Source: an optimization exercise on an open RTL-to-GDS flow (aim: small area). Production flows keep margins and buffers that such runs may drop. The RTL was checked by simulation tests, not by an equivalence proof against the original design. Power figures rest on the tool's default switching activity, not on a simulated workload. The flow treats the clock pin as an ideal source, which a real chip does not have.

==> flow/config.mk <==
export PLATFORM = sky130hd
export DESIGN_NAME = marlin_codec
export DESIGN_NICKNAME = marlin_codec
export VERILOG_FILES = /design/flow/design.v
export SDC_FILE = /design/flow/constraint.sdc
export NUM_CORES = 4
export LEC_CHECK = 0
export CAP_MARGIN = 20
export CORE_MARGIN = 2
export CORE_UTILIZATION = 66
export GPL_TIMING_DRIVEN = 0
export PLACE_DENSITY = 0.72
export SLEW_MARGIN = 20
export SYNTH_HIERARCHICAL = 1
==> flow/constraint.sdc <==
create_clock -name core_clock -period 20.0 [get_ports {clk}]
set_input_delay 4.0000 -clock core_clock [delete_from_list [all_inputs] [get_ports {clk}]]
set_output_delay 4.0000 -clock core_clock [all_outputs]
set_load 0.01 [all_outputs]
==> flow/design.v <==
module marlin_codec (
    input  wire        clk,
    input  wire        rst,
    input  wire        rx_valid,
    input  wire [7:0]  rx_byte,
    output wire        rx_result,
    output reg  [3:0]  rx_status,
    output wire [1:0]  msg_kind,
    output wire [15:0] msg_addr,
    output wire [7:0]  msg_bytelen,
    input  wire [7:0]  msg_idx,
    output wire [15:0] msg_word,
    input  wire        tx_req_valid,
    output wire        tx_req_ready,
    input  wire [1:0]  tx_cmd,
    input  wire [15:0] tx_addr,
    input  wire [1:0]  tx_ptype,
    input  wire [31:0] tx_data,
    input  wire        tx_wide,
    input  wire        tx_signed,
    input  wire [8:0]  tx_text_len,
    output wire [7:0]  txt_idx,
    input  wire [7:0]  txt_byte,
    output wire        tx_out_valid,
    input  wire        tx_out_ready,
    output reg  [7:0]  tx_out_byte,
    output reg  [1:0]  tx_status
);
    localparam [7:0] H1     = 8'h5A;
    localparam [7:0] H2     = 8'hA5;
    localparam [7:0] OK0    = 8'h4F;
    localparam [7:0] OK1    = 8'h4B;
    localparam [3:0] ST_IDLE         = 4'd0;
    localparam [3:0] ST_ACCUM        = 4'd1;
    localparam [3:0] ST_NOISE        = 4'd2;
    localparam [3:0] ST_DROP_HEADER  = 4'd3;
    localparam [3:0] ST_DROP_LENGTH  = 4'd4;
    localparam [3:0] ST_ACK          = 4'd5;
    localparam [3:0] ST_DROP_FIELDS  = 4'd6;
    localparam [3:0] ST_DROP_COMMAND = 4'd7;
    localparam [3:0] ST_MSG          = 4'd8;
    localparam [1:0] CL_WRITE = 2'd0;    
    localparam [1:0] CL_RVAR  = 2'd1;
    localparam [1:0] CL_RREG  = 2'd2;
    localparam [1:0] CL_OTHER = 2'd3;
    localparam [1:0] TS_IDLE   = 2'd0;
    localparam [1:0] TS_SENT   = 2'd1;
    localparam [1:0] TS_NOOP   = 2'd2;
    localparam [1:0] TS_REJECT = 2'd3;
    localparam [1:0] CMD_WREG = 2'd0;
    localparam [1:0] CMD_RREG = 2'd1;
    localparam [1:0] CMD_WVAR = 2'd2;
    localparam [1:0] CMD_RVAR = 2'd3;
    localparam [1:0] P_NONE = 2'd0;
    localparam [1:0] P_BYTE = 2'd1;
    localparam [1:0] P_INT  = 2'd2;
    localparam [1:0] P_TEXT = 2'd3;
    localparam [6:0] K_OFF0 = 7'd122;
    localparam [6:0] K_OFF1 = 7'd123;
    localparam [6:0] K_OFF2 = 7'd124;
    localparam [6:0] K_OFF3 = 7'd125;
    localparam [6:0] K_OFF5 = 7'd127;
    localparam [6:0] K_BAD  = 7'd64;
    reg [6:0] rx_k;
    reg [1:0] rx_cls;      
    reg [7:0] rx_b4;       
    reg [7:0] rx_b5;       
    reg [7:0] store [0:63];
    wire msg_on  = rx_status[3];
    wire is_rvar = (rx_cls == CL_RVAR);
    wire [1:0] cls_in  = (rx_byte == 8'h80 || rx_byte == 8'h82) ? CL_WRITE :
                         (rx_byte == 8'h83) ? CL_RVAR :
                         (rx_byte == 8'h81) ? CL_RREG : CL_OTHER;
    wire [1:0] cls_now = (rx_k == K_OFF3) ? cls_in : rx_cls;
    wire [7:0] bl = is_rvar ? store[63] : rx_b5;
    wire [6:0] k_inc   = rx_k + 7'd1;
    wire [6:0] fit_lim = is_rvar ? {rx_k[6:1], 1'b0} : k_inc;
    wire fit = (rx_k == (is_rvar ? 7'd0 : K_OFF5)) ? (rx_byte == 8'd0) :
               (!rx_k[6] && bl <= {1'b0, fit_lim});
    wire is_ack = (rx_k == K_OFF5) && (rx_b4 == OK0) && (rx_byte == OK1);
    wire [6:0] q_rvar = rx_k - 7'd1;
    wire [5:0] widx = is_rvar ? {q_rvar[0], q_rvar[5:1]} : rx_k[5:0];
    wire       wen  = rx_valid && !rx_k[6];
    wire       len_wen = rx_valid && (rx_k == K_OFF2);
    wire [7:0] len_q   = is_rvar ? store[31] : store[63];
    wire [6:0] kend    = len_q[6:0] - 7'd4;     
    integer m;
    always @(posedge clk) begin
        for (m = 0; m < 64; m = m + 1)
            if ((wen && widx == m) || (len_wen && (m == 31 || m == 63)))
                store[m] <= rx_byte;
        if (rx_valid) begin
            if (rx_k == K_OFF3) rx_cls  <= cls_in;
            if (rx_k == 7'd126) rx_b4   <= rx_byte;
            if (rx_k == K_OFF5) rx_b5   <= rx_byte;
        end
    end
    always @(posedge clk) begin
        if (rst) begin
            rx_k      <= K_OFF0;
            rx_status <= ST_IDLE;
        end else if (rx_valid) begin
            if (rx_k == K_OFF0) begin
                if (rx_byte != H1) begin
                    rx_status <= ST_NOISE;
                end else begin
                    rx_status <= ST_ACCUM;
                    rx_k      <= K_OFF1;
                end
            end else if (rx_k == K_OFF1) begin
                rx_status <= ST_ACCUM;
                rx_k      <= (rx_byte == H2) ? K_OFF2 : K_BAD;
            end else if (rx_k == K_BAD) begin
                rx_status <= ST_DROP_HEADER;
                rx_k      <= K_OFF0;
            end else if (rx_k == K_OFF2) begin
                if (rx_byte == 8'd0 || rx_byte > 8'd67) begin
                    rx_status <= ST_DROP_LENGTH;
                    rx_k      <= K_OFF0;
                end else begin
                    rx_status <= ST_ACCUM;
                    rx_k      <= K_OFF3;
                end
            end else if (rx_k == kend) begin
                rx_k <= K_OFF0;
                case (cls_now)
                    CL_WRITE: rx_status <= is_ack ? ST_ACK : ST_DROP_FIELDS;
                    CL_RVAR,
                    CL_RREG:  rx_status <= fit ? ST_MSG : ST_DROP_FIELDS;
                    default:  rx_status <= ST_DROP_COMMAND;
                endcase
            end else begin
                rx_status <= ST_ACCUM;
                rx_k      <= k_inc;
            end
        end
    end
    assign rx_result   = msg_on;
    assign msg_kind    = msg_on ? rx_cls : 2'd0;
    assign msg_addr    = !msg_on ? 16'h0000 : is_rvar ? {rx_b4, rx_b5} : {8'h00, rx_b4};
    assign msg_bytelen = msg_on ? bl : 8'h00;
    wire [8:0] idx_cmp = is_rvar ? {msg_idx, 1'b0} : {1'b0, msg_idx};
    wire       ent_on  = msg_on && (idx_cmp < {1'b0, bl});
    reg [31:0] rsel;
    integer r;
    always @* for (r = 0; r < 32; r = r + 1) rsel[r] = ent_on && (msg_idx[4:0] == r);
    wire [255:0] st_lo, st_hi;
    genvar g;
    generate
        for (g = 0; g < 32; g = g + 1) begin : g_st
            assign st_lo[8 * g +: 8] = store[g];
            assign st_hi[8 * g +: 8] = store[32 + g];
        end
    endgenerate
    wire [7:0] lo32, hi32;
    marlin_sel32 u_sel_lo (.d(st_lo), .sel(rsel), .y(lo32));
    marlin_sel32 u_sel_hi (.d(st_hi), .sel(rsel), .y(hi32));
    wire [7:0] w_hi    = is_rvar ? lo32 : 8'h00;
    wire [7:0] w_lo    = (is_rvar || msg_idx[5]) ? hi32 : lo32;
    assign msg_word    = {w_hi, w_lo};
    localparam [2:0] F_WREG0 = 3'd0;    
    localparam [2:0] F_WREG1 = 3'd1;    
    localparam [2:0] F_WVAR0 = 3'd2;    
    localparam [2:0] F_BYTE  = 3'd3;    
    localparam [2:0] F_SHORT = 3'd4;    
    localparam [2:0] F_LONG  = 3'd5;    
    localparam [2:0] F_TEXT  = 3'd6;    
    reg        tx_busy;
    reg [8:0]  tx_c;         
    reg [2:0]  tx_fmt;
    reg [15:0] tx_addr_q;
    reg [31:0] tx_data_q;    
    assign tx_req_ready = !tx_busy;
    assign tx_out_valid = tx_busy;
    assign txt_idx      = tx_c[7:0];
    wire req_text    = (tx_ptype == P_TEXT);
    wire req_illegal = tx_cmd[0] ||
                       (tx_cmd == CMD_WREG && (tx_addr[15:8] != 8'h00 || req_text)) ||
                       (req_text && tx_text_len > 9'd252);
    wire req_noop    = req_text && (tx_text_len == 9'd0);
    wire req_long = tx_wide && (!tx_signed || !tx_data[31]) && (tx_data[31:16] != 16'h0000);
    reg [2:0] req_fmt;
    always @* begin
        if (tx_cmd == CMD_WREG)
            req_fmt = (tx_ptype == P_NONE) ? F_WREG0 : F_WREG1;
        else
            case (tx_ptype)
                P_NONE:  req_fmt = F_WVAR0;
                P_BYTE:  req_fmt = F_BYTE;
                P_INT:   req_fmt = req_long ? F_LONG : F_SHORT;
                default: req_fmt = F_TEXT;
            endcase
    end
    wire       wvar   = (tx_fmt != F_WREG0) && (tx_fmt != F_WREG1);
    wire [7:0] tx_n   = tx_data_q[7:0];
    wire [8:0] c_inc  = tx_c + 9'd1;
    reg [7:0] tx_len;
    always @* begin
        case (tx_fmt)
            F_WREG0: tx_len = 8'd2;
            F_WREG1,
            F_WVAR0: tx_len = 8'd3;
            F_BYTE,
            F_SHORT: tx_len = 8'd5;
            F_LONG:  tx_len = 8'd7;
            default: tx_len = tx_n + 8'd3;
        endcase
    end
    reg tx_last;
    always @* begin
        case (tx_fmt)
            F_WREG0: tx_last = (tx_c == 9'h1FE);
            F_WREG1,
            F_WVAR0: tx_last = (tx_c == 9'h1FF);
            F_BYTE,
            F_SHORT: tx_last = (tx_c == 9'd1);
            F_LONG:  tx_last = (tx_c == 9'd3);
            default: tx_last = (c_inc == {1'b0, tx_n});
        endcase
    end
    wire hdr     = tx_c[8];                 
    wire is_long = (tx_fmt == F_LONG);
    wire is_byte = (tx_fmt == F_BYTE);
    wire is_text = (tx_fmt == F_TEXT);
    wire p0   = hdr && (tx_c[2:0] == 3'd2);
    wire p1   = hdr && (tx_c[2:0] == 3'd3);
    wire p2   = hdr && (tx_c[2:0] == 3'd4);
    wire p3   = hdr && (tx_c[2:0] == 3'd5);
    wire p4   = hdr && (tx_c[2:0] == 3'd6);
    wire p5   = hdr && (tx_c[2:0] == 3'd7);
    wire pl   = !hdr && !is_text;            
    wire s_ah = p4 && wvar;
    wire s_al = (p4 && !wvar) || (p5 && wvar);
    wire s_v0 = (p5 && !wvar) ||
                (pl && (is_byte ? !tx_c[0] : is_long ? (tx_c[1:0] == 2'd3) : tx_c[0]));
    wire s_v1 = pl && (is_long ? (tx_c[1:0] == 2'd2) : (!is_byte && !tx_c[0]));
    wire s_v2 = pl && is_long && (tx_c[1:0] == 2'd1);
    wire s_v3 = pl && is_long && (tx_c[1:0] == 2'd0);
    wire s_tx = !hdr && is_text;
    always @* begin
        tx_out_byte = ({8{p0}}   & H1) |
                      ({8{p1}}   & H2) |
                      ({8{p2}}   & tx_len) |
                      ({8{p3}}   & {6'b100000, wvar, 1'b0}) |
                      ({8{s_ah}} & tx_addr_q[15:8]) |
                      ({8{s_al}} & tx_addr_q[7:0]) |
                      ({8{s_v0}} & tx_data_q[7:0]) |
                      ({8{s_v1}} & tx_data_q[15:8]) |
                      ({8{s_v2}} & tx_data_q[23:16]) |
                      ({8{s_v3}} & tx_data_q[31:24]) |
                      ({8{s_tx}} & txt_byte);
    end
    wire req_go = !tx_busy && tx_req_valid && !req_illegal && !req_noop;
    always @(posedge clk) begin
        if (req_go) begin
            tx_c      <= 9'h1FA;
            tx_fmt    <= req_fmt;
            tx_addr_q <= tx_addr;
            tx_data_q <= {tx_data[31:8], req_text ? tx_text_len[7:0] : tx_data[7:0]};
        end else if (tx_busy && tx_out_ready) begin
            tx_c <= c_inc;
        end
    end
    always @(posedge clk) begin
        if (rst) begin
            tx_busy   <= 1'b0;
            tx_status <= TS_IDLE;
        end else if (!tx_busy) begin
            if (tx_req_valid) begin
                if (req_illegal)
                    tx_status <= TS_REJECT;
                else if (req_noop)
                    tx_status <= TS_NOOP;
                else
                    tx_busy <= 1'b1;
            end
        end else if (tx_out_ready && tx_last) begin
            tx_busy   <= 1'b0;
            tx_status <= TS_SENT;
        end
    end
endmodule
module marlin_sel32 (
    input  wire [255:0] d,
    input  wire [31:0]  sel,
    output wire [7:0]   y
);
    genvar b, g;
    generate
        for (b = 0; b < 8; b = b + 1) begin : g_bit
            wire [10:0] n;
            for (g = 0; g < 10; g = g + 1) begin : g_grp
                marlin_aoi222 u_aoi (
                    .a0(d[8 * (3 * g) + b]),     .s0(sel[3 * g]),
                    .a1(d[8 * (3 * g + 1) + b]), .s1(sel[3 * g + 1]),
                    .a2(d[8 * (3 * g + 2) + b]), .s2(sel[3 * g + 2]),
                    .y(n[g]));
            end
            assign n[10] = ~((d[8 * 30 + b] & sel[30]) | (d[8 * 31 + b] & sel[31]));
            assign y[b] = ~&n;
        end
    endgenerate
endmodule
module marlin_aoi222 (
    input  wire a0, s0, a1, s1, a2, s2,
    output wire y
);
    assign y = ~((a0 & s0) | (a1 & s1) | (a2 & s2));
endmodule
==> flow/flow/run.sh <==
#!/bin/bash
# Standard ORFS layout with small port buffers and a clock tree without dummy loads.
set -euo pipefail
export BUFFER_PORTS_ARGS="-buffer_cell sky130_fd_sc_hd__buf_1"
export CTS_ARGS="-sink_clustering_enable -repair_clock_nets -dont_use_dummy_load -buf_list sky130_fd_sc_hd__clkbuf_16 -sink_clustering_size 30 -sink_clustering_max_diameter 80"
bash standard.sh > standard.log 2>&1
==> flow/standard.sh <==
#!/bin/bash
# synth_recipe.tcl (not shown) runs the flow's synth.tcl, then flattens the netlist and writes it again
# the make line also repeats each setting of config.mk as NAME=value (left out here)
make -C /OpenROAD-flow-scripts/flow DESIGN_CONFIG=/design/flow/config.mk WORK_HOME=/design/flow/orfs CLKGATE_MAP_FILE= SYNTH_SCRIPT=/design/flow/synth_recipe.tcl "${@:-finish}"
==> flow_metrics.py, run 1 <==
metrics = {
    "drt": {
        "viasPerCell": 7.21,
        "drt_pre_antenna_iters": 10,
        "wl_um": 67100,
        "vias": 16900,
        "drtAntennaViolNets": 0,
        "route.detailed.drc": 0,
        "drt_iter0_markers": 2520,
        "drt-wirelength-per-cell_um": 28.6,
    },
    "clocking": {
        "cts_tree": "done",
        "ctsLongestPathBuffers": 3,
        "cts_made_buffers": 27,
        "clkTransAtPathRegs_ns": 0.07,
        "cts_sinks": 604,
        "cts_root_buffer": "clkbuf_16",
        "clk_latency_ns": 0.61,
        "hold_buffers": 0,
        "cts-resized-gates": 0,
        "cts-htree-levels": 1,
        "post_cts_buffers": 0,
    },
    "global_routing": {
        "grt_use_met3_pct": 5.91,
        "grt_busiest_layer": "met2",
        "antenna_found_initial": 1,
        "grt_usage_pct": 34.2,
        "grt_max_degree": 43,
        "overflow": 0,
        "grt_pass1_wl_um": 97800,
        "grt_util_met1_pct": 47.4,
        "grt_use_met2_pct": 55.8,
        "grt_pass1_vias": 15700,
    },
    "finish": {
        "final_common_cell": "edfxtp_1",
        "area_growth_syn_to_layout_pct": 10.4,
        "mostFrequentLayoutCells": "581 x edfxtp_1, 164 x a222oi_1, 156 x buf_1",
        "layout.nets": 1995,
        "regArea_mm2": 0.0179,
        "fin_area_mm2": 0.0274,
        "instances_no_fill": 2347,
        "layout-drive-gt1-share_pct": 8.71,
        "multiInputGateArea_mm2": 0.00667,
        "fill_cells": 2457,
    },
    "sta": {
        "setup_ws_ns": 6.99,
        "fin_skew_ns": 0.0529,
        "drv_slew": 0,
        "max_freq_ghz": 0.0769,
        "hold_slack_ns": 0.471,
        "setup_viol_count_final": 0,
        "hold_viol": 0,
        "fin_crit_ns": 13.01,
        "tightest_slew_ns": 1.15,
        "slew_headroom_pct": 22.4,
        "min_period_over_period_pct": 65.0,
        "rsz0062_at_grt": "false",
        "tns_ns": 0,
    },
    "setup_path": {
        "critPathKind": "primary input to primary output",
        "cp_cell_sequence": "buf_1, clkbuf_1, clkbuf_1, nand2_1, nand2_1, ha_1, o21a_1, o21a_1, o2111a_2, buf_1, nor2_2, a222oi_1, nand4_1, or4_4, mux2_2, buf_1",
        "cp-start-kind": "primary input",
        "worst_path_largest_cell_delay_ns": 0.65,
        "cp-end-kind": "primary output",
        "r2r_setup_slack_ns": 15.85,
        "worstPathMaxFanout": 16,
        "crit_required_ns": 16.00,
        "path_delay_family": "buffers and inverters",
        "path_buf_inv": 5,
        "worstPathArrival_ns": 9.01,
        "cpMostUsedCell": "buf_1",
        "crit_slowest_cell": "or4_4",
    },
    "pwr": {
        "swShare_pct": 24.6,
        "power.internal_mw": 1.74,
        "powerDensity_mw_per_mm2": 84.2,
        "p_comb_share_pct": 13.2,
        "power_switching_uw": 569,
        "p_leak_nw": 8.73,
        "p_clk_share_pct": 25.7,
        "peakVddDrop_uv": 114,
        "seqPwrFrac_pct": 61.2,
    },
    "die": {
        "die_y_um": 198,
        "io_pins": 159,
        "initial_core_util_pct": 66.5,
        "fp-row-count": 71,
        "die_area_mm2": 0.0392,
        "die_x_um": 198,
        "coreArea_mm2": 0.0373,
    },
    "yosys": {
        "ys_async_sr_fraction_pct": 0,
        "synth_ff_type": "edfxtp_1",
        "ys_types": 71,
        "synth_top_cell_by_area": "edfxtp_1",
        "ys_warn_count": 8,
        "synth-seq-area-share_pct": 72.2,
        "ys_ff_latch": 604,
        "synth_edf_count": 581,
        "synth_area_mm2": 0.0248,
        "synth.area.top_cells": "edfxtp_1 70%, a222oi_1 6.6%, nor2_1 1.9%",
        "yosysTopAreaCellShare_pct": 70.3,
        "netlist_instances": 1639,
        "avgSynthCellArea_um2": 15.1,
    },
    "placed_design": {
        "place_ws_ns": 7.09,
        "dp.cells": 2319,
        "gp_congestion": 0.937,
        "io_buffer_count": 157,
        "placed_cell_area_mm2": 0.0267,
        "hpwl_um": 48200,
    },
    "hold_path": {
        "hp-class": "flop to flop",
    },
    "job": {
        "cap_violations": 0,
    },
    "status": {
        "status": "finished clean",
    },
}
sequential cells by signal, summed over array words and instances, names as in the netlist:
name,flops
tx_fmt,3
rx_k,7
store,512
rx_status,4
tx_data_q,32
rx_b4,8
rx_b5,8
tx_c,9
tx_status,2
tx_addr_q,16
rx_cls,2
tx_busy,1
cell usage after synthesis, types with 14 or more instances:
master    instances
a21oi_1          39
a222oi_1        164
a22o_1           16
and2_1           15
and3_1           17
clkbuf_1         45
dfxtp_1          23
edfxtp_1        581
ha_1             29
inv_1            29
mux2_2           16
mux2i_1          16
nand2_1         118
nand2b_1         16
nand3_1          35
nand4_1          51
nor2_1          124
nor2b_1          17
nor3_1           36
nor4_1           19
o21ai_0          29
or4_4            16
xnor2_1          24
xor2_1           14
logic make-up after synthesis:
| kind of cell | count (synthesis) | synth area share, % |
|---|---|---|
| flip-flops | 604 | 72.2 |
| AND/OR/NAND/NOR | 500 | 10.4 |
| AO/OA/AOI/OAI | 343 | 11.7 |
| buffers and inverters | 93 | 1.60 |
| XOR/XNOR | 38 | 1.34 |
| multiplexers | 32 | 1.37 |
| adder cells (fa/ha/maj) | 29 | 1.46 |
area by class of cell:
type / instances / share of cell area, %
diodes: 1 / 0.00914
flip-flops and latches: 604 / 65.4
repair buffers: 206 / 4.19
inverters: 32 / 0.438
well taps: 474 / 2.17
clock buffers: 27 / 2.47
multi-input cells: 942 / 24.4
plain buffers: 61 / 1.01
modules after synthesis (local to each module, per instance):
module | times used | cell area, um2
marlin_aoi222 | 160 | 10.0
marlin_codec | 1 | 22600
marlin_sel32 | 2 | 313
worst paths after layout:
path / cells after the start / start / endpoint
min: 1 / tx_status[0] / tx_status[0]
max reg2reg: 15 / rx_cls[1] / rx_status[2]
max: 16 / msg_idx[2] / msg_word[5]
min reg2reg: 1 / tx_status[0] / tx_status[0]
routing by layer:
metal	vias to the layer above	share of wire, %
met3	145	10
met4	0	3.7
li1	7265	-
met1	8430	38
met5	-	0
met2	1087	48
worst register-to-register path: cells and delay by family, from the launching register on:
kind | cells | cell delay [ns]
compound gates | 6 | 1.22
buf+inv | 5 | 1.16
flops | 1 | 0.48
simple gates | 2 | 0.45
mux | 1 | 0.40
fa+ha+maj | 1 | 0.31
metrics by stage:
stage	util, %	power (mW)
finish	73.4	2.31
global route	73.4	2.37
CTS	73.4	2.30
detailed placement	71.6	1.73
global placement	69.7	1.72
floorplan	-	1.62
power groups by stage:
| stage | registers [mW] | logic [mW] | clock network [mW] |
|---|---|---|---|
| floorplan | 1.44 | 0.181 | 0 |
| global placement | 1.44 | 0.281 | 0 |
| detailed placement | 1.44 | 0.294 | 0 |
| CTS | 1.41 | 0.296 | 0.595 |
| global route | 1.41 | 0.327 | 0.631 |
| finish | 1.41 | 0.304 | 0.592 |
==> inputs of run 2 (changes only) <==
--- a/flow/config.mk
+++ b/flow/config.mk
@@ -8,7 +8,6 @@
 export CAP_MARGIN = 20
 export CORE_MARGIN = 2
-export CORE_UTILIZATION = 66
-export GPL_TIMING_DRIVEN = 0
-export PLACE_DENSITY = 0.72
+export CORE_UTILIZATION = 62
+export PLACE_DENSITY = 0.68
 export SLEW_MARGIN = 20
 export SYNTH_HIERARCHICAL = 1
==> run 2 against run 1 <==
Synthesized area did not move; clock power is 3% higher; sequential share of layout area grew 0.88 points; sequential cell count stayed put; combinational power down 14%; highest routed layer unchanged; cell count down 0.68%; clock skew is 0.0035 ns higher; synthesized cell count stayed put.
==> flow_metrics.py, run 2 <==
metrics = {
    "finish": {
        "final_common_cell": "edfxtp_1",
        "instances_no_fill": 2331,
        "layout-drive-gt1-share_pct": 7.81,
        "fill_cells": 2838,
        "mostFrequentLayoutCells": "581 x edfxtp_1, 164 x a222oi_1, 150 x buf_1",
        "finish.utilization_pct": 68.2,
        "largest_reg_flops": 512,
        "antennaDiodeCount": 0,
        "regMostFlops": "store",
        "fin_area_mm2": 0.0270,
        "area_growth_syn_to_layout_pct": 8.93,
        "layout.nets": 1929,
        "reg_top3": "store x512, tx_data_q x32, tx_addr_q x16",
    },
    "setup_path": {
        "cp-endpoint": "msg_word[2]",
        "critPathKind": "primary input to primary output",
        "r2r_start": "rx_cls[1]",
        "path_delay_family": "simple AND/OR/NAND/NOR gates",
        "cp-start-kind": "primary input",
        "worstPathArrival_ns": 8.25,
        "worst_path_largest_cell_delay_ns": 0.79,
        "r2r_end": "store[36][1]",
        "cp-startpoint": "msg_idx[4]",
        "r2r_cells": 9,
        "cp_cell_sequence": "buf_1, nand2_1, nand2_1, ha_1, a21oi_1, nor2b_1, o21ai_0, nand4b_1, buf_4, inv_1, nand3_1, nor3_2, buf_4, a222oi_1, nand4_1, or4_4, mux2_2, buf_1",
        "worstPathMaxFanout": 18,
        "cp-end-kind": "primary output",
        "r2r_setup_slack_ns": 15.61,
        "path_buf_inv": 5,
        "crit_required_ns": 16.00,
        "crit_slowest_cell": "a222oi_1",
        "crit_cells": 18,
    },
    "yosys": {
        "synth.area.top_cells": "edfxtp_1 70%, a222oi_1 6.6%, nor2_1 1.9%",
        "synth-seq-area-share_pct": 72.2,
        "synth_edf_count": 581,
        "synth_commonest_cells": "581 x edfxtp_1, 164 x a222oi_1, 124 x nor2_1, 118 x nand2_1, 51 x nand4_1",
        "avgSynthCellArea_um2": 15.1,
        "yosysTopAreaCellShare_pct": 70.3,
        "ys_ff_latch": 604,
        "ys_types": 71,
        "yosysMostFrequentCell": "edfxtp_1",
        "netlist_instances": 1639,
        "synth_top_cell_by_area": "edfxtp_1",
        "synth_ff_type": "edfxtp_1",
        "synth_area_mm2": 0.0248,
        "ys_async_sr_fraction_pct": 0,
        "ys_warn_count": 8,
    },
    "global_routing": {
        "grt_pass1_vias": 15200,
        "antenna_found_initial": 0,
        "grt_usage_pct": 33.0,
        "overflow": 0,
        "grt_max_degree": 73,
        "grt_pass1_wl_um": 100000,
    },
    "sta": {
        "tightest_slew_ns": 0.996,
        "min_period_over_period_pct": 61.2,
        "setup_viol_count_final": 0,
        "rsz0062_at_grt": "false",
        "fin_crit_ns": 12.25,
        "drv_slew": 0,
        "tns_ns": 0,
        "max_freq_ghz": 0.0816,
        "fin_skew_ns": 0.0564,
        "hold_slack_ns": 0.487,
        "hold_viol": 0,
        "slew_headroom_pct": 33.6,
        "setup_ws_ns": 7.75,
    },
    "drt": {
        "drt_pre_antenna_iters": 15,
        "viasPerCell": 7.10,
        "drtAntennaViolNets": 0,
        "wl_um": 68900,
        "drt-wirelength-per-cell_um": 29.6,
        "drt_iter0_markers": 2716,
        "vias": 16500,
        "route.detailed.drc": 0,
    },
    "die": {
        "fp-row-count": 73,
        "coreArea_mm2": 0.0396,
        "initial_core_util_pct": 62.6,
        "die_area_mm2": 0.0416,
        "die_x_um": 204,
        "io_pins": 159,
        "die_y_um": 204,
    },
    "placed_design": {
        "place_ws_ns": 7.76,
        "gp_congestion": 0.925,
        "placed_cell_area_mm2": 0.0263,
        "hpwl_um": 47500,
        "dp.cells": 2301,
        "io_buffer_count": 158,
    },
    "clocking": {
        "clkTransAtPathRegs_ns": 0.08,
        "ctsLongestPathBuffers": 3,
        "cts_root_buffer": "clkbuf_16",
        "cts_made_buffers": 28,
        "hold_buffers": 0,
        "cts-htree-levels": 1,
        "clk_latency_ns": 0.61,
        "cts-resized-gates": 0,
        "cts_sinks": 604,
        "post_cts_buffers": 0,
        "cts_tree": "done",
    },
    "pwr": {
        "p_leak_nw": 8.56,
        "power_mw": 2.30,
        "peakVddDrop_uv": 95.9,
        "powerDensity_mw_per_mm2": 85.3,
    },
    "hold_path": {
        "hp-class": "flop to flop",
    },
    "job": {
        "cap_violations": 0,
    },
    "status": {
        "status": "finished clean",
    },
}
-- run 2: cell counts after synthesis --
No cell type changed its count.
-- run 2: Yosys stat by module (local to each module, per instance) --
module         flip-flops and latches  copies in the design
marlin_codec                      604                     1
marlin_sel32                        0                     2
marlin_aoi222                       0                   160
-- run 2: how the worst min path moves through the flow --
stage                 start           end  slack (ns)  cells after the start
2_1_floorplan  tx_status[1]  tx_status[1]        0.50                      2
3_3_place_gp   tx_status[0]  tx_status[0]        0.46                      1
3_5_place_dp   tx_status[0]  tx_status[0]        0.46                      1
4_1_cts        tx_status[0]  tx_status[0]        0.48                      1
5_1_grt        tx_status[0]  tx_status[0]        0.53                      1
6_report       tx_status[0]  tx_status[0]        0.49                      1
-- run 2: area by class of cell --
class	count	area (um2)	area share, %
Clock buffer	28	701	2.59
Inverter	32	121	0.449
Multi-Input combinational cell	942	6700	24.8
Sequential cell	604	17900	66.3
Tap cell	525	657	2.43
Timing Repair Buffer	200	946	3.50
-- run 2: logic make-up (layout without fill, tap and decap cells) --
logic type | after synthesis | count (layout) | share of synthesized area, %
AO/OA/AOI/OAI | 343 | 343 | 11.7
XOR/XNOR | 38 | 38 | 1.34
adder cells (fa/ha/maj) | 29 | 29 | 1.46
buffers and inverters | 93 | 260 | 1.60
flip-flops | 604 | 604 | 72.2
multiplexers | 32 | 32 | 1.37
AND/OR/NAND/NOR | 500 | 500 | 10.4
-- run 2: worst reg2reg max path: cells and delay by family (launching register included) --
kind	cells	cell delay, ns
AOI/OAI and AO/OA	2	0.80
and+or+nand+nor	4	1.33
DFF	1	0.51
buffers and inverters	3	1.41
-- run 2: metal layers --
metal	vias up	global-route usage, %	wire length [um]
met5	-	0	0
met2	1021	51.7	32200
met3	119	4.94	7250
met4	0	9.24	2290
met1	8279	48.9	27200
li1	7126	-	-
-- run 2: power by group --
group	internal, mW	leakage [nW]	switching (mW)
Combinational	0.0927	2.79	0.169
Clock	0.250	0.345	0.359
Sequential	1.40	5.42	0.0357
Total	1.74	8.56	0.564
==> inputs of run 3 (changes only) <==
==> flow/flow/run.sh (replaced) <==
#!/bin/bash
# Standard ORFS layout with small port buffers and a clock tree without dummy loads.
set -euo pipefail
export BUFFER_PORTS_ARGS="-buffer_cell sky130_fd_sc_hd__buf_1"
export CTS_ARGS="-sink_clustering_enable -repair_clock_nets -dont_use_dummy_load -buf_list sky130_fd_sc_hd__clkbuf_16 -sink_clustering_size 36 -sink_clustering_max_diameter 90"
bash standard.sh > standard.log 2>&1
--- a/flow/config.mk
+++ b/flow/config.mk
@@ -6,8 +6,8 @@
 export NUM_CORES = 4
 export LEC_CHECK = 0
-export CAP_MARGIN = 20
+export CAP_MARGIN = 10
 export CORE_MARGIN = 2
 export CORE_UTILIZATION = 62
 export PLACE_DENSITY = 0.68
-export SLEW_MARGIN = 20
+export SLEW_MARGIN = 10
 export SYNTH_HIERARCHICAL = 1
==> run 3 against run 2 <==
Clock power shrank 8.6%; cell count down 0.26%; design area fell by 0.68%; global-route usage fell by 0.13 points; utilization down 0.46 points; sequential share of layout area is 0.45 points higher; sequential cell count stayed put; largest cell class unchanged; still clean on timing, DRC and antenna; hold slack improved by 0.0011 ns; non-clock buffer count shrank 2.
==> flow_metrics.py, run 3 <==
metrics = {
    "drt": {
        "drt_pre_antenna_iters": 14,
        "drtAntennaViolNets": 0,
        "wl_um": 69000,
        "drt_iter0_markers": 2635,
        "route.detailed.drc": 0,
        "viasPerCell": 7.09,
        "drt-wirelength-per-cell_um": 29.7,
        "vias": 16500,
    },
    "yosys": {
        "synth_top_cell_by_area": "edfxtp_1",
        "yosysMostFrequentCell": "edfxtp_1",
        "ys_ff_latch": 604,
        "synth_area_mm2": 0.0248,
        "netlist_instances": 1639,
        "avgSynthCellArea_um2": 15.1,
        "ys_types": 71,
        "synth.area.top_cells": "edfxtp_1 70%, a222oi_1 6.6%, nor2_1 1.9%",
        "synth_edf_count": 581,
        "synth_commonest_cells": "581 x edfxtp_1, 164 x a222oi_1, 124 x nor2_1, 118 x nand2_1, 51 x nand4_1",
        "yosysTopAreaCellShare_pct": 70.3,
        "synth-seq-area-share_pct": 72.2,
        "ys_async_sr_fraction_pct": 0,
        "synth_ff_type": "edfxtp_1",
        "ys_warn_count": 8,
    },
    "clocking": {
        "ctsLongestPathBuffers": 3,
        "cts_made_buffers": 23,
        "clkTransAtPathRegs_ns": 0.09,
        "cts_tree": "done",
        "post_cts_buffers": 0,
        "cts-htree-levels": 1,
        "clk_latency_ns": 0.63,
        "cts-resized-gates": 0,
        "hold_buffers": 0,
        "cts_sinks": 604,
        "cts_root_buffer": "clkbuf_16",
    },
    "hold_path": {
        "hp-class": "flop to flop",
        "hp-start": "tx_status[1]",
        "whs_endpoint": "tx_status[1]",
        "min_path_cells": 2,
    },
    "global_routing": {
        "grt_usage_pct": 32.9,
        "grt_pass1_vias": 15200,
        "grt_pass1_wl_um": 100000,
        "grt_max_degree": 73,
        "overflow": 0,
        "antenna_found_initial": 2,
    },
    "sta": {
        "max_freq_ghz": 0.0806,
        "tightest_slew_ns": 1.29,
        "setup_ws_ns": 7.59,
        "fin_crit_ns": 12.41,
        "min_period_over_period_pct": 62.0,
        "tns_ns": 0,
        "fin_skew_ns": 0.130,
        "rsz0062_at_grt": "false",
        "setup_viol_count_final": 0,
        "drv_slew": 0,
        "slew_headroom_pct": 13.4,
        "hold_viol": 0,
    },
    "setup_path": {
        "r2r_cells": 8,
        "cp_cell_sequence": "buf_1, nand2_1, nand2_1, ha_1, o311a_1, o21a_1, o21a_1, o2111a_2, or3_1, nor3_2, a222oi_1, nand4_1, or4_4, mux2_2, buf_1",
        "cp-start-kind": "primary input",
        "cp-startpoint": "msg_idx[0]",
        "worstPathMaxFanout": 17,
        "r2r_end": "store[36][5]",
        "r2r_start": "rx_cls[1]",
        "crit_required_ns": 16.00,
        "r2r_setup_slack_ns": 15.10,
        "cp-end-kind": "primary output",
        "worst_path_largest_cell_delay_ns": 1.07,
        "worstPathArrival_ns": 8.41,
        "crit_slowest_cell": "nor3_2",
        "critPathKind": "primary input to primary output",
    },
    "die": {
        "io_pins": 159,
        "die_y_um": 204,
        "die_x_um": 204,
        "fp-row-count": 73,
        "initial_core_util_pct": 62.6,
        "coreArea_mm2": 0.0396,
        "die_area_mm2": 0.0416,
    },
    "placed_design": {
        "gp_congestion": 0.925,
        "place_ws_ns": 7.76,
        "io_buffer_count": 158,
        "hpwl_um": 47500,
    },
    "status": {
        "status": "finished clean",
    },
    "finish": {
        "fill_cells": 2814,
        "layout-drive-gt1-share_pct": 7.45,
        "mostFrequentLayoutCells": "581 x edfxtp_1, 164 x a222oi_1, 150 x buf_1",
        "reg_top3": "store x512, tx_data_q x32, tx_addr_q x16",
        "regMostFlops": "store",
        "layout.nets": 1922,
        "final_common_cell": "edfxtp_1",
        "largest_reg_flops": 512,
        "area_growth_syn_to_layout_pct": 8.19,
        "finish.utilization_pct": 67.7,
    },
    "pwr": {
        "powerDensity_mw_per_mm2": 83.9,
        "power_mw": 2.25,
        "peakVddDrop_uv": 65.7,
        "p_leak_nw": 8.46,
    },
    "job": {
        "cap_violations": 0,
    },
}
==> run 3: cell counts after synthesis <==
No cell type changed its count.
==> run 3: through the flow <==
| stage | instance area, um2 | hold WS [ns] | cells |
|---|---|---|---|
| after floorplan | 24800 | 0.498 | 1639 |
| after global placement | 26200 | 0.456 | 2300 |
| after detailed placement | 26200 | 0.474 | 2301 |
| after CTS | 26800 | 0.491 | 2324 |
| after global routing | 26800 | 0.528 | 2325 |
| final | 26800 | 0.488 | 2325 |
==> run 3: cell families after synthesis <==
family,after synthesis,synth area share (%)
flip-flops,604,72.2
AND/OR/NAND/NOR,500,10.4
AO/OA/AOI/OAI,343,11.7
buffers and inverters,93,1.60
XOR/XNOR,38,1.34
multiplexers,32,1.37
adder cells (fa/ha/maj),29,1.46
==> run 3: final cells by class <==
cell class	instances	area (um2)	area share, %
timing repair buffer	198	901	3.36
multi-input combinational	942	6680	24.9
sequential	604	17900	66.7
clock buffer	23	576	2.14
antenna	1	2.50	0.00932
tap	525	657	2.45
inverter	32	120	0.447
==> run 3: per-module statistics from Yosys, one instance, submodules excluded <==
| module | cell area (um2) | flops+latches |
|---|---|---|
| marlin_codec | 22600 | 604 |
| marlin_sel32 | 313 | 0 |
| marlin_aoi222 | 10.0 | 0 |
==> run 3: worst max-delay path by stage <==
stage,end,depth (start not counted)
finish,msg_word[1],15
global route,msg_word[15],15
CTS,msg_word[15],15
detailed placement,msg_word[15],15
global placement,msg_word[10],16
floorplan,msg_word[0],14
==> run 3: power breakdown <==
part	internal (mW)	switching, mW
registers	1.40	0.0351
logic	0.0923	0.170
clock network	0.208	0.349
==> run 3: metal layers <==
metal | vias up | share of wire (%) | GRT usage [%]
met1 | 8317 | 40 | 48.8
met2 | 957 | 47 | 51.9
met4 | 2 | 2.9 | 9.24
met3 | 105 | 9.8 | 4.29
li1 | 7100 | - | -
met5 | - | 0.017 | 0
==> run 3: worst max-delay path: cells and delay by family <==
family                   cells  cell delay [ns]
buffers and inverters        2             0.58
AND/OR/NAND/NOR              6             2.20
AO/OA/AOI/OAI                5             1.16
adder cells (fa/ha/maj)      1             0.23
multiplexers                 1             0.21
==> inputs of run 4 (changes only) <==
==> flow/flow/run.sh (replaced) <==
#!/bin/bash
# Standard ORFS layout with small port buffers and a clock tree without dummy loads.
set -euo pipefail
export BUFFER_PORTS_ARGS="-buffer_cell sky130_fd_sc_hd__buf_1"
export CTS_ARGS="-sink_clustering_enable -repair_clock_nets -dont_use_dummy_load -buf_list sky130_fd_sc_hd__clkbuf_16 -sink_clustering_size 33 -sink_clustering_max_diameter 80"
bash standard.sh > standard.log 2>&1
--- a/flow/config.mk
+++ b/flow/config.mk
@@ -8,6 +8,6 @@
 export CAP_MARGIN = 10
 export CORE_MARGIN = 2
-export CORE_UTILIZATION = 62
-export PLACE_DENSITY = 0.68
+export CORE_UTILIZATION = 58
+export PLACE_DENSITY = 0.65
 export SLEW_MARGIN = 10
 export SYNTH_HIERARCHICAL = 1
==> run 4 against run 3 <==
Via count rose by 0.96%; hold slack lost 0.0046 ns; sequential share of layout area decreased by 0.36 points; sequential power about the same; worst setup slack worse by 0.13 ns; design area up 0.55%; highest routed layer is now met4; critical path type unchanged; clock power grew about 10%; first-iteration DRC count grew 7.1%; critical path depth up 1; clock skew is 0.084 ns lower.
==> flow_metrics.py, run 4 <==
metrics = {
    "yosys": {
        "ys_ff_latch": 604,
        "yosysTopAreaCellShare_pct": 70.3,
        "avgSynthCellArea_um2": 15.1,
        "yosysMostFrequentCell": "edfxtp_1",
        "synth_commonest_cells": "581 x edfxtp_1, 164 x a222oi_1, 124 x nor2_1, 118 x nand2_1, 51 x nand4_1",
        "synth_edf_count": 581,
        "ys_warn_count": 8,
        "synth-seq-area-share_pct": 72.2,
        "synth_ff_type": "edfxtp_1",
        "ys_async_sr_fraction_pct": 0,
        "synth.area.top_cells": "edfxtp_1 70%, a222oi_1 6.6%, nor2_1 1.9%",
        "ys_types": 71,
        "synth_top_cell_by_area": "edfxtp_1",
        "synth_area_mm2": 0.0248,
        "netlist_instances": 1639,
    },
    "finish": {
        "instances_no_fill": 2349,
        "layout-drive-gt1-share_pct": 7.90,
        "finish.utilization_pct": 64.2,
        "reg_top3": "store x512, tx_data_q x32, tx_addr_q x16",
        "final_common_cell": "edfxtp_1",
        "fin_area_mm2": 0.0270,
        "area_growth_syn_to_layout_pct": 8.78,
        "regMostFlops": "store",
        "mostFrequentLayoutCells": "581 x edfxtp_1, 164 x a222oi_1, 150 x buf_1",
        "layout.nets": 1932,
        "largest_reg_flops": 512,
    },
    "placed_design": {
        "io_buffer_count": 158,
        "placed_cell_area_mm2": 0.0263,
        "gp_congestion": 0.989,
        "dp.cells": 2320,
        "hpwl_um": 47000,
    },
    "clocking": {
        "hold_buffers": 0,
        "cts-htree-levels": 1,
        "clk_latency_ns": 0.62,
        "ctsLongestPathBuffers": 3,
        "post_cts_buffers": 0,
        "cts_tree": "done",
        "clkTransAtPathRegs_ns": 0.08,
        "cts_root_buffer": "clkbuf_16",
        "cts_sinks": 604,
        "cts_made_buffers": 28,
        "cts-resized-gates": 0,
    },
    "setup_path": {
        "crit_slowest_cell": "nor4_4",
        "path_delay_family": "simple AND/OR/NAND/NOR gates",
        "worst_path_largest_cell_delay_ns": 0.86,
        "critPathKind": "primary input to primary output",
        "cp-start-kind": "primary input",
        "worstPathArrival_ns": 8.54,
        "r2r_setup_slack_ns": 15.39,
        "path_buf_inv": 3,
        "cp_cell_sequence": "buf_1, nand2_1, nand2_1, ha_1, a21oi_1, nor2b_1, o21ai_0, nand4b_1, inv_1, nand3_1, nor4_4, a222oi_1, nand4_1, or4_4, mux2_2, buf_1",
        "crit_required_ns": 16.00,
        "worstPathMaxFanout": 18,
        "cp-end-kind": "primary output",
    },
    "die": {
        "initial_core_util_pct": 59.0,
        "fp-row-count": 75,
        "die_area_mm2": 0.0445,
        "die_x_um": 211,
        "coreArea_mm2": 0.0420,
        "die_y_um": 211,
        "io_pins": 159,
    },
    "status": {
        "status": "finished clean",
    },
    "sta": {
        "tns_ns": 0,
        "rsz0062_at_grt": "false",
        "max_freq_ghz": 0.0797,
        "fin_crit_ns": 12.54,
        "min_period_over_period_pct": 62.7,
        "drv_slew": 0,
        "setup_viol_count_final": 0,
        "tightest_slew_ns": 1.17,
        "fin_skew_ns": 0.0465,
        "slew_headroom_pct": 21.9,
        "hold_viol": 0,
    },
    "pwr": {
        "powerDensity_mw_per_mm2": 85.7,
        "power_mw": 2.31,
        "peakVddDrop_uv": 75.0,
        "p_leak_nw": 8.53,
    },
    "drt": {
        "viasPerCell": 7.08,
        "drt-wirelength-per-cell_um": 29.8,
        "vias": 16600,
        "route.detailed.drc": 0,
        "drt_iter0_markers": 2822,
        "drtAntennaViolNets": 0,
        "wl_um": 70000,
        "drt_pre_antenna_iters": 13,
    },
    "global_routing": {
        "overflow": 0,
        "antenna_found_initial": 2,
        "grt_max_degree": 72,
        "grt_pass1_vias": 15300,
        "grt_busiest_layer": "met2",
        "grt_use_met2_pct": 48.8,
        "grt_usage_pct": 31.2,
        "grt_util_met1_pct": 47.2,
        "grt_use_met3_pct": 4.28,
        "grt_pass1_wl_um": 102000,
    },
    "hold_path": {
        "hp-class": "flop to flop",
    },
    "job": {
        "cap_violations": 0,
    },
}
==> run 4: worst register-to-register path: cells and delay by family (launching register included) <==
family,cells,cell delay (ns)
buf+inv,3,1.36
simple gates,4,2.18
flops,1,0.52
compound gates,1,0.20
==> run 4: worst paths after layout <==
| path | start | to | cells past startpoint |
|---|---|---|---|
| worst max register to register | rx_cls[1] | store[57][5] | 8 |
| worst max-delay path | msg_idx[4] | msg_word[5] | 16 |
| worst min register to register | tx_status[1] | tx_status[1] | 2 |
| worst min-delay path | tx_status[1] | tx_status[1] | 2 |
==> run 4: layout make-up <==
type	instances	area, um2
Sequential cell	604	17900
Timing Repair Buffer	203	941
Clock buffer	28	701
Inverter	32	120
Fill cell	3104	15000
Tap cell	539	674
Multi-Input combinational cell	942	6650
Antenna cell	1	2.50
==> run 4: cell families after synthesis <==
family / share of synthesized area, %
muxes: 1.37
and+or+nand+nor: 10.4
DFF: 72.2
buffers and inverters: 1.60
xor gates and xnor gates: 1.34
AOI/OAI and AO/OA: 11.7
adders and majority gates: 1.46
==> run 4: Yosys stat by module (local to each module, per instance) <==
module / cell area (um2) / flip-flops and latches / copies in the design / cells
marlin_codec: 22600 / 604 / 1 / 1395
marlin_sel32: 313 / 0 / 2 / 42
marlin_aoi222: 10.0 / 0 / 160 / 1
==> run 4: metrics by stage <==
stage | setup WS (ns) | hold slack, ns
finish | 7.46 | 0.484
global route | 7.11 | 0.508
CTS | 7.57 | 0.489
detailed placement | 7.57 | 0.475
global placement | 7.62 | 0.470
floorplan | 8.48 | 0.498
==> run 4: per-layer routing <==
layer / wire length (um) / vias to the layer above / share of wire, %
met4: 1780 / 0 / 2.5
met2: 32700 / 1038 / 47
li1: - / 7117 / -
met5: 0 / - / 0
met3: 7090 / 111 / 10
met1: 28400 / 8373 / 41
==> run 4: power by group <==
group | internal [mW] | total [mW] | leakage (nW) | switching [mW]
Combinational | 0.0931 | 0.267 | 2.77 | 0.174
Sequential | 1.40 | 1.43 | 5.42 | 0.0357
Clock | 0.250 | 0.613 | 0.345 | 0.363
Total | 1.74 | 2.31 | 8.53 | 0.573
==> inputs of run 5 (changes only) <==
--- a/flow/design.v
+++ b/flow/design.v
@@ -73,5 +73,5 @@
                          (rx_byte == 8'h81) ? CL_RREG : CL_OTHER;
     wire [1:0] cls_now = (rx_k == K_OFF3) ? cls_in : rx_cls;
-    wire [7:0] bl = is_rvar ? store[63] : rx_b5;
+    wire [7:0] bl = is_rvar ? store[32] : rx_b5;
     wire [6:0] k_inc   = rx_k + 7'd1;
     wire [6:0] fit_lim = is_rvar ? {rx_k[6:1], 1'b0} : k_inc;
@@ -79,14 +79,13 @@
                (!rx_k[6] && bl <= {1'b0, fit_lim});
     wire is_ack = (rx_k == K_OFF5) && (rx_b4 == OK0) && (rx_byte == OK1);
-    wire [6:0] q_rvar = rx_k - 7'd1;
-    wire [5:0] widx = is_rvar ? {q_rvar[0], q_rvar[5:1]} : rx_k[5:0];
+    wire [5:0] widx = is_rvar ? {k_inc[0], k_inc[5:1]} : k_inc[5:0];
     wire       wen  = rx_valid && !rx_k[6];
     wire       len_wen = rx_valid && (rx_k == K_OFF2);
-    wire [7:0] len_q   = is_rvar ? store[31] : store[63];
+    wire [7:0] len_q   = store[0];
     wire [6:0] kend    = len_q[6:0] - 7'd4;     
     integer m;
     always @(posedge clk) begin
         for (m = 0; m < 64; m = m + 1)
-            if ((wen && widx == m) || (len_wen && (m == 31 || m == 63)))
+            if ((wen && widx == m) || (len_wen && m == 0))
                 store[m] <= rx_byte;
         if (rx_valid) begin
@@ -144,5 +143,6 @@
     reg [31:0] rsel;
     integer r;
-    always @* for (r = 0; r < 32; r = r + 1) rsel[r] = ent_on && (msg_idx[4:0] == r);
+    always @* for (r = 0; r < 32; r = r + 1) rsel[r] = ent_on && (msg_idx[4:0] == ((r + 31) % 32));
+    wire rreg_hi = msg_idx[5] ^ (msg_idx[4:0] == 5'd31);
     wire [255:0] st_lo, st_hi;
     genvar g;
@@ -157,5 +157,5 @@
     marlin_sel32 u_sel_hi (.d(st_hi), .sel(rsel), .y(hi32));
     wire [7:0] w_hi    = is_rvar ? lo32 : 8'h00;
-    wire [7:0] w_lo    = (is_rvar || msg_idx[5]) ? hi32 : lo32;
+    wire [7:0] w_lo    = (is_rvar || rreg_hi) ? hi32 : lo32;
     assign msg_word    = {w_hi, w_lo};
     localparam [2:0] F_WREG0 = 3'd0;    
==> flow/flow/run.sh (replaced) <==
#!/bin/bash
# Standard ORFS layout with small port buffers and a clock tree without dummy loads.
set -euo pipefail
export BUFFER_PORTS_ARGS="-buffer_cell sky130_fd_sc_hd__buf_1"
export CTS_ARGS="-sink_clustering_enable -repair_clock_nets -dont_use_dummy_load -buf_list sky130_fd_sc_hd__clkbuf_16 -sink_clustering_size 30 -sink_clustering_max_diameter 80"
bash standard.sh > standard.log 2>&1
--- a/flow/config.mk
+++ b/flow/config.mk
@@ -6,8 +6,8 @@
 export NUM_CORES = 4
 export LEC_CHECK = 0
-export CAP_MARGIN = 10
+export CAP_MARGIN = 0
 export CORE_MARGIN = 2
-export CORE_UTILIZATION = 58
-export PLACE_DENSITY = 0.65
-export SLEW_MARGIN = 10
+export CORE_UTILIZATION = 62
+export PLACE_DENSITY = 0.75
+export SLEW_MARGIN = 0
 export SYNTH_HIERARCHICAL = 1
==> run 5 against run 4 <==
Critical path depth fell by 1; register-to-register slack better by 0.53 ns; clock-buffer cell count decreased by 1; highest routed layer unchanged; global-route usage up 1.4 points; design area fell by 0.98%; critical path type unchanged; largest power group unchanged; maximum frequency is essentially flat; synthesized cell count shrank 2.1%; still clean; sequential cell count did not move.
==> flow_metrics.py, run 5 <==
metrics = {
    "pwr": {
        "peakVddDrop_uv": 79.9,
        "p_leak_nw": 8.43,
        "powerDensity_mw_per_mm2": 83.4,
    },
    "global_routing": {
        "overflow": 0,
        "grt_pass1_wl_um": 99300,
        "antenna_found_initial": 1,
        "grt_usage_pct": 32.5,
        "grt_pass1_vias": 15500,
        "grt_max_degree": 72,
    },
    "die": {
        "die_y_um": 203,
        "die_x_um": 203,
        "io_pins": 159,
        "coreArea_mm2": 0.0395,
        "initial_core_util_pct": 62.5,
        "die_area_mm2": 0.0414,
        "fp-row-count": 73,
    },
    "yosys": {
        "ys_warn_count": 8,
        "synth.area.top_cells": "edfxtp_1 71%, a222oi_1 6.8%, nand2_1 2.1%",
        "synth_edf_count": 581,
        "yosysTopAreaCellShare_pct": 70.7,
        "synth_commonest_cells": "581 x edfxtp_1, 168 x a222oi_1, 136 x nand2_1, 113 x nor2_1, 50 x nand4_1",
        "ys_types": 75,
        "netlist_instances": 1604,
        "avgSynthCellArea_um2": 15.4,
        "synth_ff_type": "edfxtp_1",
        "ys_ff_latch": 604,
        "ys_async_sr_fraction_pct": 0,
        "yosysMostFrequentCell": "edfxtp_1",
        "synth-seq-area-share_pct": 72.6,
        "synth_area_mm2": 0.0247,
        "synth_top_cell_by_area": "edfxtp_1",
    },
    "clocking": {
        "clkTransAtPathRegs_ns": 0.11,
        "post_cts_buffers": 0,
        "ctsLongestPathBuffers": 3,
        "cts-resized-gates": 0,
        "cts_root_buffer": "clkbuf_16",
        "cts_tree": "done",
        "clk_latency_ns": 0.58,
        "cts_sinks": 604,
        "hold_buffers": 0,
        "cts-htree-levels": 1,
        "cts_made_buffers": 27,
    },
    "drt": {
        "drtAntennaViolNets": 0,
        "drt_iter0_markers": 3041,
        "wl_um": 67100,
        "route.detailed.drc": 0,
        "drt-wirelength-per-cell_um": 29.2,
        "viasPerCell": 7.15,
        "drt_pre_antenna_iters": 13,
        "vias": 16400,
    },
    "sta": {
        "fin_skew_ns": 0.0456,
        "fin_crit_ns": 12.53,
        "setup_viol_count_final": 0,
        "hold_viol": 0,
        "tightest_slew_ns": 1.39,
        "tns_ns": 0,
        "max_freq_ghz": 0.0798,
        "setup_ws_ns": 7.47,
        "drv_slew": 0,
        "rsz0062_at_grt": "false",
        "slew_headroom_pct": 6.69,
        "min_period_over_period_pct": 62.7,
    },
    "placed_design": {
        "place_ws_ns": 7.60,
        "gp_congestion": 0.987,
        "io_buffer_count": 158,
        "hpwl_um": 45000,
    },
    "setup_path": {
        "cp-end-kind": "primary output",
        "worstPathArrival_ns": 8.53,
        "worstPathMaxFanout": 17,
        "crit_required_ns": 16.00,
        "cp-start-kind": "primary input",
        "critPathKind": "primary input to primary output",
    },
    "finish": {
        "largest_reg_flops": 512,
        "layout.nets": 1896,
        "fill_cells": 2704,
        "area_growth_syn_to_layout_pct": 8.38,
        "final_common_cell": "edfxtp_1",
        "mostFrequentLayoutCells": "581 x edfxtp_1, 168 x a222oi_1, 150 x buf_1",
        "layout-drive-gt1-share_pct": 7.78,
        "reg_top3": "store x512, tx_data_q x32, tx_addr_q x16",
        "regMostFlops": "store",
    },
    "hold_path": {
        "hp-class": "flop to flop",
    },
    "status": {
        "status": "finished clean",
    },
    "job": {
        "cap_violations": 0,
    },
}
run 5: modules after synthesis, one instance, submodules excluded:
module	area, um2	flip-flops and latches	cells inside
marlin_sel32	313	0	42
marlin_aoi222	10.0	0	1
marlin_codec	22400	604	1360
run 5: cells by family after synthesis:
kind of cell	count (synthesis)	share of synthesized area (%)
xor gates and xnor gates	40	1.42
buffers and inverters	83	1.57
muxes	27	1.23
DFF	604	72.6
and+or+nand+nor	502	10.6
adders and majority gates	29	1.47
AOI/OAI and AO/OA	319	11.1
run 5: through the flow:
| stage | hold slack (ns) | std cells | util, % | total power, mW | area, um2 |
|---|---|---|---|---|---|
| floorplan | 0.480 | 1604 | - | 1.57 | 24700 |
| global placement | 0.439 | 2271 | 66.0 | 1.65 | 26000 |
| detailed placement | 0.452 | 2271 | 66.0 | 1.65 | 26000 |
| CTS | 0.474 | 2298 | 67.7 | 2.22 | 26700 |
| global route | 0.498 | 2299 | 67.7 | 2.29 | 26700 |
| finish | 0.466 | 2300 | 67.7 | 2.23 | 26700 |
run 5: critical path, cell delays in order:
cell	delay [ns]
buf_1	0.47
nand2_1	0.10
nand2_1	0.09
ha_1	0.12
o311a_1	0.15
o21a_1	0.13
o21ai_2	0.07
a21oi_2	0.90
or3_1	0.50
nor3_2	0.29
a222oi_1	0.47
nand4_1	0.24
or4_4	0.57
mux2_2	0.29
buf_1	0.13
run 5: power breakdown:
| group | internal [mW] | switching, mW |
|---|---|---|
| sequential | 1.40 | 0.0211 |
| clock | 0.241 | 0.356 |
| combinational | 0.0692 | 0.145 |
| total | 1.71 | 0.523 |
run 5: final timing paths:
kind	startpoint	to	slack, ns	cells after the start
max	msg_idx[0]	msg_word[2]	7.47	15
min reg2reg	rx_status[0]	rx_status[0]	0.47	2
min	rx_status[0]	rx_status[0]	0.47	2
max reg2reg	rx_k[0]	store[62][5]	15.92	7
run 5: area by class of cell:
type / instances / area, um2 / share of cell area [%]
inverters: 31 / 116 / 0.435
well taps: 525 / 657 / 2.46
clock buffers: 27 / 676 / 2.53
multi-input cells: 917 / 6490 / 24.3
diodes: 2 / 5.00 / 0.0187
repair buffers: 194 / 873 / 3.27
flip-flops and latches: 604 / 17900 / 67.0
run 5: layer usage:
| metal | up-vias | part of all wire [%] | GRT usage (%) |
|---|---|---|---|
| li1 | 6981 | - | - |
| met1 | 8056 | 37 | 46.2 |
| met2 | 1241 | 46 | 51.0 |
| met3 | 157 | 12 | 5.13 |
| met4 | 0 | 4.9 | 13.4 |
| met5 | - | 0 | 0 |
==> inputs of run 6 (changes only) <==
--- a/flow/flow/run.sh
+++ b/flow/flow/run.sh
@@ -3,4 +3,5 @@
 set -euo pipefail
 export BUFFER_PORTS_ARGS="-buffer_cell sky130_fd_sc_hd__buf_1"
+export REMOVE_ABC_BUFFERS=1
 export CTS_ARGS="-sink_clustering_enable -repair_clock_nets -dont_use_dummy_load -buf_list sky130_fd_sc_hd__clkbuf_16 -sink_clustering_size 30 -sink_clustering_max_diameter 80"
 bash standard.sh > standard.log 2>&1
--- a/flow/config.mk
+++ b/flow/config.mk
@@ -6,8 +6,8 @@
 export NUM_CORES = 4
 export LEC_CHECK = 0
-export CAP_MARGIN = 0
+export CAP_MARGIN = 10
 export CORE_MARGIN = 2
 export CORE_UTILIZATION = 62
 export PLACE_DENSITY = 0.75
-export SLEW_MARGIN = 0
+export SLEW_MARGIN = 10
 export SYNTH_HIERARCHICAL = 1
==> run 6 against run 5 <==
Design area is essentially flat; die area is the same; maximum frequency grew 0.41%; worst setup slack gained 0.051 ns; sequential power is essentially flat; sequential share of layout area is essentially flat; synthesized cell count is the same; global-route usage shrank 0.44 points; sequential cell count is the same; via count shrank 0.61%; register-to-register slack is essentially flat; hold slack gained 0.016 ns; critical path type unchanged; critical endpoint is now msg_word[3]; largest cell class unchanged.
==> flow_metrics.py, run 6 <==
metrics = {
    "die": {
        "initial_core_util_pct": 62.5,
        "io_pins": 159,
        "die_area_mm2": 0.0414,
        "coreArea_mm2": 0.0395,
        "die_y_um": 203,
        "die_x_um": 203,
        "fp-row-count": 73,
    },
    "sta": {
        "tns_ns": 0,
        "drv_slew": 0,
        "fin_skew_ns": 0.0686,
        "hold_slack_ns": 0.482,
        "hold_viol": 0,
        "fin_crit_ns": 12.48,
        "setup_viol_count_final": 0,
        "rsz0062_at_grt": "false",
        "min_period_over_period_pct": 62.4,
        "max_freq_ghz": 0.0801,
        "slew_headroom_pct": 6.21,
        "tightest_slew_ns": 1.40,
    },
    "setup_path": {
        "cp-startpoint": "msg_idx[0]",
        "crit_required_ns": 16.00,
        "cp_cell_sequence": "buf_1, nand2_1, nand2_1, ha_1, o311a_1, o21a_1, o21ai_2, a21oi_2, buf_4, or3_1, nor3_2, a222oi_1, nand4_1, or4_4, mux2_2, buf_1",
        "path_buf_inv": 3,
        "cp-start-kind": "primary input",
        "worstPathMaxFanout": 17,
        "r2r_end": "store[62][6]",
        "crit_slowest_cell": "nor3_2",
        "crit_cells": 16,
        "worst_path_largest_cell_delay_ns": 1.12,
        "cp-end-kind": "primary output",
        "r2r_setup_slack_ns": 15.92,
        "r2r_cells": 7,
        "worstPathArrival_ns": 8.48,
        "r2r_start": "rx_k[0]",
        "cp-endpoint": "msg_word[3]",
        "path_delay_family": "simple AND/OR/NAND/NOR gates",
        "critPathKind": "primary input to primary output",
    },
    "drt": {
        "vias": 16300,
        "route.detailed.drc": 0,
        "drt-wirelength-per-cell_um": 28.7,
        "drt_iter0_markers": 3206,
        "viasPerCell": 7.11,
        "drt_pre_antenna_iters": 13,
        "wl_um": 66100,
        "drtAntennaViolNets": 0,
    },
    "placed_design": {
        "placed_cell_area_mm2": 0.0260,
        "io_buffer_count": 158,
        "gp_congestion": 0.956,
        "hpwl_um": 44100,
    },
    "yosys": {
        "yosysTopAreaCellShare_pct": 70.7,
        "avgSynthCellArea_um2": 15.4,
        "synth_top_cell_by_area": "edfxtp_1",
        "ys_ff_latch": 604,
        "synth.area.top_cells": "edfxtp_1 71%, a222oi_1 6.8%, nand2_1 2.1%",
        "netlist_instances": 1604,
        "synth.area.mux_share_pct": 1.23,
        "synth_edf_count": 581,
        "synth_commonest_cells": "581 x edfxtp_1, 168 x a222oi_1, 136 x nand2_1, 113 x nor2_1, 50 x nand4_1",
        "synth_xor_area_share_pct": 1.42,
        "synth_area_mm2": 0.0247,
        "ys_warn_count": 8,
        "yosysMostFrequentCell": "edfxtp_1",
        "synth_ff_type": "edfxtp_1",
        "ys_async_sr_fraction_pct": 0,
        "synth-seq-area-share_pct": 72.6,
        "synth_fa_ha_area_share_pct": 1.47,
        "synth_top_family_by_area": "compound AO/OA/AOI/OAI gates",
        "synth_compound_area_share_pct": 11.1,
        "ys_types": 75,
        "yosys.area_share.simple_pct": 10.6,
    },
    "finish": {
        "finish.utilization_pct": 67.7,
        "regMostFlops": "store",
        "layout.nets": 1895,
        "final_common_cell": "edfxtp_1",
        "area_growth_syn_to_layout_pct": 8.30,
        "reg_top3": "store x512, tx_data_q x32, tx_addr_q x16",
        "largest_reg_flops": 512,
        "layout-drive-gt1-share_pct": 7.79,
        "mostFrequentLayoutCells": "581 x edfxtp_1, 168 x a222oi_1, 150 x buf_1",
        "fill_cells": 2738,
        "fin_area_mm2": 0.0267,
    },
    "hold_path": {
        "hp-class": "flop to flop",
    },
    "job": {
        "cap_violations": 0,
    },
    "clocking": {
        "clkTransAtPathRegs_ns": 0.09,
        "cts-resized-gates": 0,
        "cts_sinks": 604,
        "cts_root_buffer": "clkbuf_16",
        "post_cts_buffers": 0,
        "cts_made_buffers": 26,
        "ctsLongestPathBuffers": 3,
        "hold_buffers": 0,
        "cts_tree": "done",
        "clk_latency_ns": 0.62,
        "cts-htree-levels": 1,
    },
    "global_routing": {
        "antenna_found_initial": 6,
        "grt_usage_pct": 32.1,
        "overflow": 0,
        "grt_pass1_wl_um": 97900,
        "grt_pass1_vias": 15200,
        "grt_max_degree": 72,
    },
    "pwr": {
        "powerDensity_mw_per_mm2": 82.8,
        "p_leak_nw": 8.42,
        "peakVddDrop_uv": 73.3,
        "power_mw": 2.21,
    },
    "status": {
        "status": "finished clean",
    },
}
## run 6: tightest hold or removal path, cell delays in order, from the launching register on
cell and delay (ns):
dfxtp_1 0.33, nand2_1 0.05, o31ai_1 0.06
## run 6: cell type report
type / count / area (um2) / share of cell area [%]
multi-input combinational: 917 / 6500 / 24.3
sequential: 604 / 17900 / 67.1
timing repair buffer: 194 / 873 / 3.27
tap: 525 / 657 / 2.46
antenna: 1 / 2.50 / 0.00937
inverter: 31 / 116 / 0.436
clock buffer: 26 / 651 / 2.44
## run 6: power breakdown
group          internal, mW  switching (mW)  total, mW
Combinational        0.0692           0.144      0.213
Clock                 0.233           0.349      0.582
Sequential             1.40          0.0212       1.42
Total                  1.70           0.514       2.21
## run 6: kinds of logic after synthesis
group / Yosys count
AOI/OAI and AO/OA: 319
xor gates and xnor gates: 40
adders and majority gates: 29
buffers and inverters: 83
DFF: 604
muxes: 27
and+or+nand+nor: 502
## run 6: worst min-delay path by stage
stage | start | endpoint | slack (ns) | cells past startpoint
after floorplan | rx_status[2] | rx_status[2] | 0.48 | 2
after global placement | rx_status[0] | rx_status[0] | 0.45 | 2
after detailed placement | rx_status[0] | rx_status[0] | 0.46 | 2
after CTS | rx_status[0] | rx_status[0] | 0.48 | 2
after global routing | rx_status[2] | rx_status[2] | 0.52 | 2
final | rx_status[0] | rx_status[0] | 0.48 | 2
## run 6: layer usage
metal  vias to the layer above  global-route usage, %  wire length (um)
met2                      1162                   48.5             29800
li1                       6972                      -                 -
met5                         -                      0                42
met4                         8                   10.6              2540
met1                      8032                   46.1             25100
met3                       160                   8.41              8600
## run 6: modules after synthesis (local to each module, per instance)
module         flops+latches  cells inside  times used
marlin_aoi222              0             1         160
marlin_codec             604          1360           1
marlin_sel32               0            42           2
## run 6: stage by stage
stage / instances / setup WS, ns
after CTS: 2296 / 7.50
after floorplan: 1552 / 8.98
after global routing: 2297 / 7.42
after detailed placement: 2270 / 7.55
after global placement: 2270 / 7.71
final: 2298 / 7.52

## re-timing with driven ports
No port has a modelled driver above. Below, the same layouts with a new extraction and two added sets of constraints. Step 1 assumes that a clkbuf_16 drives the clock port and a buf_2 every other input. Step 2 moves the port delays by t, midway between the first and last clock arrival at a register: inputs arrive t later, outputs are due t later. That takes back most of the time a late clock gives input paths. Slacks: ideal / step 1 / step 2; pairs: ideal / step 1.
| run | t (ns) | setup WS [ns] | clock arrival spread, ns | slew at the worst register clock pin (ns) | cell pins on the clock port's net |
|---|---|---|---|---|---|
| run 1 | 0.641 | 6.992 / 6.965 / 6.965 | 0.054 / 0.054 | 0.11 / 0.11 | 1 |
| run 2 | 0.637 | 7.750 / 7.691 / 7.691 | 0.066 / 0.067 | 0.11 / 0.11 | 1 |
| run 3 | 0.618 | 7.591 / 7.564 / 7.564 | 0.130 / 0.130 | 0.12 / 0.12 | 1 |
| run 4 | 0.653 | 7.460 / 7.378 / 7.378 | 0.048 / 0.048 | 0.11 / 0.11 | 1 |
| run 5 | 0.641 | 7.466 / 7.382 / 7.382 | 0.089 / 0.089 | 0.11 / 0.11 | 1 |
| run 6 | 0.632 | 7.517 / 7.489 / 7.489 | 0.098 / 0.098 | 0.11 / 0.11 | 1 |
After both steps setup and hold are still met in every run listed. For run 5, which loses most, drivers alone change the setup slack by -0.084 ns; drivers and shift together by -0.084 ns.
